Source: an optimization exercise on an open RTL-to-GDS flow (aim: small area, a short achievable clock period and few clock cycles). Production flows keep margins and buffers that such runs may drop. Function was checked by simulation only, so behaviour that the tests miss may differ from the original.

==> inputs of run a <==
==> flow/design.v (excerpt) <==
module hcpu_core (
    input  wire        clk,
    input  wire        rst,          
    output reg         mem_req,
    output reg         mem_we,
    output reg  [15:0] mem_addr,
    output reg  [1:0]  mem_size,     
    output reg  [31:0] mem_wdata,
    input  wire        mem_gnt,
    input  wire        mem_rvalid,
    input  wire [31:0] mem_rdata,
    output wire        halted,
    output wire        memfault
);
make LEC_CHECK=0 CAP_MARGIN=20 CORE_MARGIN=2 CORE_UTILIZATION=45 SETUP_SLACK_MARGIN=3.0 SLEW_MARGIN=20 finish   # period 10.0 ns
run.sh (not shown) runs the stock make flow with config.mk's settings and CLKGATE_MAP_FILE= SYNTH_SCRIPT=/design/flow/synth_recipe.tcl, a recipe that flattens the netlist after the stock synthesis.
==> inputs of run b, as changes to run a <==
--- a/flow/design.v
+++ b/flow/design.v
@@ -67,31 +67,42 @@
     reg [2:0] state;
     reg [31:0] r1, r2, r3, r4, r5;    
     reg [31:0] sp;
     reg        f_store_reg, f_wfi;
     reg        carry;
     reg [15:0] imask, ipend;
     reg [31:0] ir;               
-    reg [7:0]  sel_a;            
-    reg [7:0]  sel_b;            
     reg        ir_v;             
     reg [15:0] pc_x;             
-    reg [31:0] pc_f;             
+    reg [16:0] pc_f;             
     reg        fo;               
-    reg        skip;             
+    reg        pc_bad;           
     reg [2:0]  ld_rd;
     reg [1:0]  ld_size;
     reg        ld_pop;
     reg        ld_over;          
     wire [15:0] hi   = ir[15:0];
     wire [15:0] lo   = ir[31:16];
     wire [4:0]  op   = hi[15:11];
     wire [2:0]  rd   = hi[10:8];
+    wire [2:0]  ra   = hi[7:5];
     wire [2:0]  rb   = hi[4:2];
     wire [1:0]  mode = hi[1:0];
+    function [31:0] rf_read(input [2:0] idx);
+        case (idx)
+            3'd0:    rf_read = 32'd0;
+            3'd1:    rf_read = r1;
+            3'd2:    rf_read = r2;
+            3'd3:    rf_read = r3;
+            3'd4:    rf_read = r4;
+            3'd5:    rf_read = r5;
+            3'd6:    rf_read = sp;
+            default: rf_read = {16'd0, pc_x};
+        endcase
+    endfunction
     function [16:0] inc_at(input [15:0] a, input integer k);
         integer i;
         reg c;
         begin
             c = 1'b1;
             for (i = 0; i < 16; i = i + 1) begin
                 if (i < k) begin
@@ -112,32 +123,24 @@
             c = 1'b1;
             for (i = 2; i < 32; i = i + 1) begin
                 sp_step[i] = a[i] ^ c;
                 c = c & (a[i] ^ dec);
             end
         end
     endfunction
-    function [7:0] onehot(input [2:0] i);
-        onehot = 8'd1 << i;
-    endfunction
-    function [31:0] rf_read(input [7:0] s);
-        rf_read = ({32{s[1]}} & r1) | ({32{s[2]}} & r2) | ({32{s[3]}} & r3) |
-                  ({32{s[4]}} & r4) | ({32{s[5]}} & r5) | ({32{s[6]}} & sp) |
-                  ({32{s[7]}} & {16'd0, pc_x});
-    endfunction
-    wire [31:0] op1 = rf_read(sel_a);
-    reg  [31:0] imm;
+    wire [31:0] op1 = rf_read(ra);
+    reg  [31:0] op2;
     always @* begin
         case (mode)
-            2'b01:   imm = {{29{rb[2]}}, rb};
-            2'b10:   imm = {{16{lo[15]}}, lo};
-            default: imm = 32'd0;               
+            2'b00:   op2 = rf_read(rb);
+            2'b01:   op2 = {{29{rb[2]}}, rb};
+            2'b10:   op2 = {{16{lo[15]}}, lo};
+            default: op2 = 32'd0;               
         endcase
     end
-    wire [31:0] op2 = rf_read(sel_b) | imm;
     wire is_mem  = (op[4:3] == 2'b00);
     wire is_alu  = (op >= 5'h0F);
     wire [31:0] alu_y;
     wire        alu_c, alu_valid;
     hcpu_alu u_alu (
         .op(op), .a(op1), .b(op2), .cin(carry),
         .y(alu_y), .cout(alu_c), .valid(alu_valid)
@@ -168,69 +171,76 @@
     always @* begin
         case (ld_size)
             2'd0:    load_val = {24'd0, mem_rdata[7:0]};
             2'd1:    load_val = {16'd0, mem_rdata[15:0]};
             default: load_val = mem_rdata;
         endcase
     end
-    wire        arrive  = (state == ST_RUN) && fo && mem_rvalid && !skip;
+    wire        arrive  = (state == ST_RUN) && fo && mem_rvalid;
     wire        s_long  = (mem_rdata[1:0] == 2'b10);
     wire [16:0] pf_p2   = inc_at(pc_f[15:0], 1);
     wire [16:0] pf_p4   = inc_at(pc_f[15:0], 2);
     wire [16:0] pf_next = s_long ? pf_p4 : pf_p2;
-    wire        f_over  = (pc_f[31:16] != 16'd0) || (pc_f[15:2] == 14'h3FFF && pc_f[1:0] != 2'd0);
+    wire        f_over  = (pc_f > 17'h0FFFC);
+    wire        p2_over = (pf_p2 > 17'h0FFFC);
     wire irq     = (imask & ipend) != 16'd0;
-    wire can_ex  = (state == ST_RUN) && !f_wfi && ir_v && (!fo || arrive);
+    wire can_ex  = (state == ST_RUN) && !pc_bad && !f_wfi && ir_v && (!fo || mem_rvalid);
     wire ex      = can_ex && !irq;
     wire ex_mem  = ex && is_mem;
     wire ex_go   = ex_mem && acc_ok && mem_gnt;                 
     wire ex_op   = ex && !is_mem;                               
     wire is_mskr = (op == 5'h0B) || (op == 5'h0D);
     wire sets_sr = is_mskr || (is_alu && alu_valid);
     reg  [31:0] res;
     always @* begin
         if (is_mskr)                  res = {31'd0, mask_bit};
         else if (is_alu && alu_valid) res = alu_y;
         else                          res = 32'd0;
     end
-    wire is_bnz  = (op == 5'h08);
-    wire bnz_tk  = is_bnz && (op1 != 32'd0);
+    wire bnz_tk  = (op == 5'h08) && (op1 != 32'd0);
     wire is_halt = (op == 5'h0E);
     wire is_wfi  = (op == 5'h09);
     wire ir_wpc  = (rd == 3'd7) && (sets_sr || f_store_reg) && !(is_mem && !acc_we);
-    wire        wb_ld  = (state == ST_MWAIT) && mem_rvalid && !skip;
+    wire        wb_ld  = (state == ST_MWAIT) && mem_rvalid;
     wire        wb_en  = wb_ld || (ex_op && (sets_sr || f_store_reg)) ||
                          (ex_go && acc_we && f_store_reg);
     wire [2:0]  wb_idx = wb_ld ? ld_rd : rd;
     wire [31:0] wb_val = wb_ld ? load_val : res;
     wire        wb_pc  = wb_en && (wb_idx == 3'd7);
-    wire run_ok = (state == ST_RUN) && !f_wfi && (ir_v || !f_over);
-    wire ready  = !fo || (mem_rvalid && !skip);     
-    wire ir_mem = ir_v && is_mem;
-    wire ir_bnz = ir_v && is_bnz;
-    wire ir_req = !ir_v || (!irq && (is_mem ? acc_ok : !(is_halt || is_wfi || ir_wpc || (is_bnz && skip))));
     always @* begin
         mem_req   = 1'b0;
         mem_we    = 1'b0;
+        mem_addr  = pc_f[15:0];
         mem_size  = 2'd2;
         mem_wdata = op2;
-        if (ir_mem)      mem_addr = acc_addr[15:0];
-        else if (ir_bnz) mem_addr = op2[15:0];    
-        else if (fo)     mem_addr = pf_next[15:0];
-        else             mem_addr = pc_f[15:0];
         case (state)
             ST_RUN: begin
-                mem_req = run_ok && ready && ir_req;
-                mem_we  = ir_mem && acc_we;
-                if (ir_mem) mem_size = acc_size;
-            end
-            ST_MWAIT: begin
-                mem_req  = mem_rvalid && !skip && (ld_rd != 3'd7) && !ld_over;
-                mem_addr = pc_f[15:0];
+                if (pc_bad || f_wfi) begin
+                    mem_req = 1'b0;
+                end else if (!ir_v) begin
+                    mem_req  = arrive || !fo;
+                    mem_addr = arrive ? pf_next[15:0] : pc_f[15:0];
+                end else if (can_ex && !irq) begin
+                    if (is_mem) begin
+                        mem_req  = acc_ok;
+                        mem_we   = acc_we;
+                        mem_addr = acc_addr[15:0];
+                        mem_size = acc_size;
+                    end else if (is_halt || is_wfi || ir_wpc) begin
+                        mem_req = 1'b0;
+                    end else if (bnz_tk) begin
+                        mem_req  = 1'b1;
+                        mem_addr = op2[15:0];
+                    end else begin
+                        mem_req  = 1'b1;
+                        mem_addr = arrive ? pf_next[15:0] : pc_f[15:0];
+                    end
+                end
             end
+            ST_MWAIT: mem_req = mem_rvalid && (ld_rd != 3'd7) && !ld_over;
             ST_DISP: begin
                 mem_req   = 1'b1;
                 mem_we    = 1'b1;
                 mem_addr  = sp[15:0];
                 mem_wdata = {16'd0, (f_wfi ? pc_f[15:0] : pc_x)};
             end
             default: ;
@@ -257,61 +267,60 @@
     always @(posedge clk) begin
         if (rst)                              sp <= STACK_BASE;
         else if (wb_en && wb_idx == 3'd6)     sp <= wb_val;
         else if (sp_inc || sp_dec)            sp <= sp_step(sp, state != ST_RUN);
     end
     task automatic take_successor;
         begin
-            ir    <= mem_rdata;
-            sel_a <= onehot(mem_rdata[7:5]);
-            sel_b <= (mem_rdata[1:0] == 2'b00) ? onehot(mem_rdata[4:2]) : 8'd0;
-            ir_v  <= 1'b1;
-            pc_x  <= pc_f[15:0];
-            pc_f  <= {15'd0, pf_next};
+            ir   <= mem_rdata;
+            ir_v <= 1'b1;
+            pc_x <= pc_f[15:0];
+            pc_f <= pf_next;
         end
     endtask
     task automatic jump(input [31:0] t);
         begin
-            ir_v <= 1'b0;
-            pc_f <= t;
+            ir_v   <= 1'b0;
+            pc_f   <= {1'b0, t[15:0]};
+            pc_bad <= (t > 32'h0000_FFFC);
         end
     endtask
     always @(posedge clk) begin
         if (rst) begin
             state       <= ST_RUN;
             f_store_reg <= 1'b0;
             f_wfi       <= 1'b0;
             carry       <= 1'b0;
             imask       <= 16'h0001;
             ipend       <= 16'h0000;
             ir          <= 32'd0;
-            sel_a       <= 8'd0;
-            sel_b       <= 8'd0;
             ir_v        <= 1'b0;
             pc_x        <= 16'd0;
-            pc_f        <= 32'd0;
+            pc_f        <= 17'd0;
             fo          <= 1'b0;
-            skip        <= 1'b0;
+            pc_bad      <= 1'b0;
             ld_rd       <= 3'd0;
             ld_size     <= 2'd0;
             ld_pop      <= 1'b0;
             ld_over     <= 1'b0;
         end else begin
             if (wb_en && (wb_ld || sets_sr)) f_store_reg <= 1'b1;
-            if (mem_rvalid && skip) skip <= 1'b0;
             case (state)
                 ST_RUN: begin
-                    if (f_wfi) begin
-                        if (f_over)   state <= ST_HALT;
-                        else if (irq) state <= disp_ok ? ST_DISP : ST_FAULT;
-                        else          pc_f <= {15'd0, pf_p2};
+                    if (pc_bad) begin
+                        state <= ST_HALT;
+                    end else if (f_wfi) begin
+                        if (irq) begin
+                            state <= disp_ok ? ST_DISP : ST_FAULT;
+                        end else begin
+                            pc_f <= pf_p2;
+                            if (p2_over) state <= ST_HALT;
+                        end
                     end else if (!ir_v) begin
-                        if (f_over) begin
-                            state <= ST_HALT;
-                        end else if (arrive) begin
+                        if (arrive) begin
                             take_successor;
                             fo <= mem_gnt;
                         end else if (!fo) begin
                             fo <= mem_gnt;
                         end
                     end else if (can_ex) begin
                         if (irq) begin
@@ -351,48 +360,43 @@
                             if (is_halt) begin
                                 state <= ST_HALT;
                             end else if (ir_wpc) begin
                                 jump(wb_val);
                                 fo <= 1'b0;
                             end else if (bnz_tk) begin
                                 jump(op2);
-                                fo <= mem_gnt && !skip;
+                                fo <= mem_gnt;
                             end else if (is_wfi) begin
                                 ir_v <= 1'b0;
                                 fo   <= 1'b0;
                                 if (f_over) state <= ST_HALT;
                             end else begin
                                 if (f_over) state <= ST_HALT;
                                 if (fo) take_successor;
                                 else    ir_v <= 1'b0;
-                                if (is_bnz) begin
-                                    fo <= 1'b0;
-                                    if (mem_gnt && !skip) skip <= 1'b1;
-                                end else begin
-                                    fo <= mem_gnt;
-                                end
+                                fo <= mem_gnt;
                             end
                         end
                     end
                 end
                 ST_MWAIT: begin
-                    if (mem_rvalid && !skip) begin
+                    if (mem_rvalid) begin
                         if (wb_pc) begin
                             jump(load_val);
                         end else if (ld_over) begin
                             state <= ST_HALT;
                         end else begin
                             fo <= mem_gnt;
                         end
                         if (!ld_over || wb_pc) state <= ST_RUN;
                     end
                 end
                 ST_DISP: begin
                     if (mem_gnt) begin
-                        pc_f  <= {16'd0, IRQ_VECTOR};
+                        pc_f  <= {1'b0, IRQ_VECTOR};
                         ir_v  <= 1'b0;
                         fo    <= 1'b0;
                         f_wfi <= 1'b0;
                         state <= ST_RUN;
                     end
                 end
                 ST_HALT:  state <= ST_HALT;
==> flow/config.mk (replaced) <==
export PLATFORM = sky130hd
export DESIGN_NAME = hcpu_core
export DESIGN_NICKNAME = hcpu_core
export VERILOG_FILES = /design/flow/design.v
export SDC_FILE = /design/flow/constraint.sdc
export NUM_CORES = 4
export LEC_CHECK = 0
export CAP_MARGIN = 20
export CORE_MARGIN = 2
export CORE_UTILIZATION = 45
export SETUP_SLACK_MARGIN = 2.0
export SLEW_MARGIN = 20
==> inputs of run c, as changes to run a <==
==> flow/config.mk (replaced) <==
export PLATFORM = sky130hd
export DESIGN_NAME = hcpu_core
export DESIGN_NICKNAME = hcpu_core
export VERILOG_FILES = /design/flow/design.v
export SDC_FILE = /design/flow/constraint.sdc
export NUM_CORES = 4
export LEC_CHECK = 0
export CAP_MARGIN = 20
export CORE_MARGIN = 2
export CORE_UTILIZATION = 30
export SLEW_MARGIN = 20
==> inputs of run d, as changes to run a <==
==> flow/config.mk (replaced) <==
export PLATFORM = sky130hd
export DESIGN_NAME = hcpu_core
export DESIGN_NICKNAME = hcpu_core
export VERILOG_FILES = /design/flow/design.v
export SDC_FILE = /design/flow/constraint.sdc
export NUM_CORES = 4
export LEC_CHECK = 0
export CAP_MARGIN = 20
export CORE_MARGIN = 2
export CORE_UTILIZATION = 45
export SETUP_SLACK_MARGIN = 5.0
export SLEW_MARGIN = 20
==> out/qor.yml <==
syn_avg_cell_area_um2: 7.28
power.internal_uw: 2740
synth_mux_area_share_pct: 5.53
synth_xor_area_share_pct: 3.17
worstPathCellList: "inv_1 > ha_1 > nand2_1 > a21o_1 > buf_4 > nand3_1 > a221oi_1 > clkdlybuf4s18_2 > xor2_1 > ha_1 > nand3_1 > o31a_1 > o21ai_0 > a221oi_1 > nand3_2 > o311a_1 > o311ai_1 > a32oi_1 > a211oi_1"
dp_cells: 4293
fmax_ghz: 0.143
status: "timing/DRC/antenna clean"
Source of the figures above: run a

==> out/qor.yml <==
yosysSeqAreaShare_pct: 24.8
status: "timing/DRC/antenna clean"
worstPathCellList: "buf_4 > a22oi_1 > and3_1 > inv_1 > a31oi_1 > a2111oi_0 > nand4_1 > and2_1 > o21ai_0 > o311ai_0 > clkdlybuf4s50_1"
power.internal_uw: 2830
synth_mux_area_share_pct: 5.53
fmax_ghz: 0.136
required_ns: 8.00
wl_met2_um: 56500
syn_avg_cell_area_um2: 7.28
Source of the figures above: run c

==> out/qor.yml <==
power.internal_uw: 2870
synth_mux_area_share_pct: 5.53
worstPathCellList: "buf_8 > a22oi_1 > and3_1 > o21ai_0 > and4_1 > nand4_1 > and2_2 > o21ai_1 > o311ai_4 > clkdlybuf4s50_1"
status: "timing/DRC/antenna clean"
synth_xor_area_share_pct: 3.17
dp_cells: 4299
Source of the figures above: run d

==> out/qor.yml <==
fmax_ghz: 0.125
power.internal_uw: 3880
status: "timing/DRC/antenna clean"
dp_cells: 4632
hold_end: "r5[23]$_SDFFE_PP0P_"
synth_xor_area_share_pct: 2.90
worstPathCellList: "nor2b_2 > buf_4 > a22oi_1 > a41oi_1 > a22oi_1 > and4_1 > a311o_1 > buf_4 > nand2_1 > nand2_1 > a221oi_1 > a311oi_1 > a2111oi_0 > nor2_1 > clkdlybuf4s50_1"
Source of the figures above: run b

Testbench counts of run a, summed over its fixed seeds: cycles 102,324.
Testbench counts of run b, summed over its fixed seeds: cycles 99,984.
Testbench counts of run c, summed over its fixed seeds: cycles 102,324.
Testbench counts of run d, summed over its fixed seeds: cycles 102,324.

## port drivers added, routing unchanged
In the flow no input, the clock included, has a driving cell. The finished layouts below were timed again as built, in two steps.
Step 1 sets driving cells, clkbuf_16 on the clock port and buf_2 on the other inputs (assumed; they add their load-dependent delay and slew).
Step 2 times the ports against the registers' clock, not the clock port: input delays grow and output delays shrink by t, the midpoint of the rising clock arrivals with the driver on.
Three values: ideal, step 1, step 2; two values: the first two.
run	t, ns	slack for setup (ns)	worst setup path after step 2	clock arrival spread, ns	cell pins on the clock port's net
run a	0.663	3.005 / 2.978 / 3.005	register to register	0.043 / 0.043	1
run b	0.645	1.979 / 1.923 / 2.166	register to register	0.046 / 0.046	1
run c	0.667	2.634 / 2.567 / 3.121	input to output	0.034 / 0.033	1
run d	0.651	3.814 / 3.748 / 3.843	input to register	0.026 / 0.026	1
After both steps every run listed still meets setup and hold.
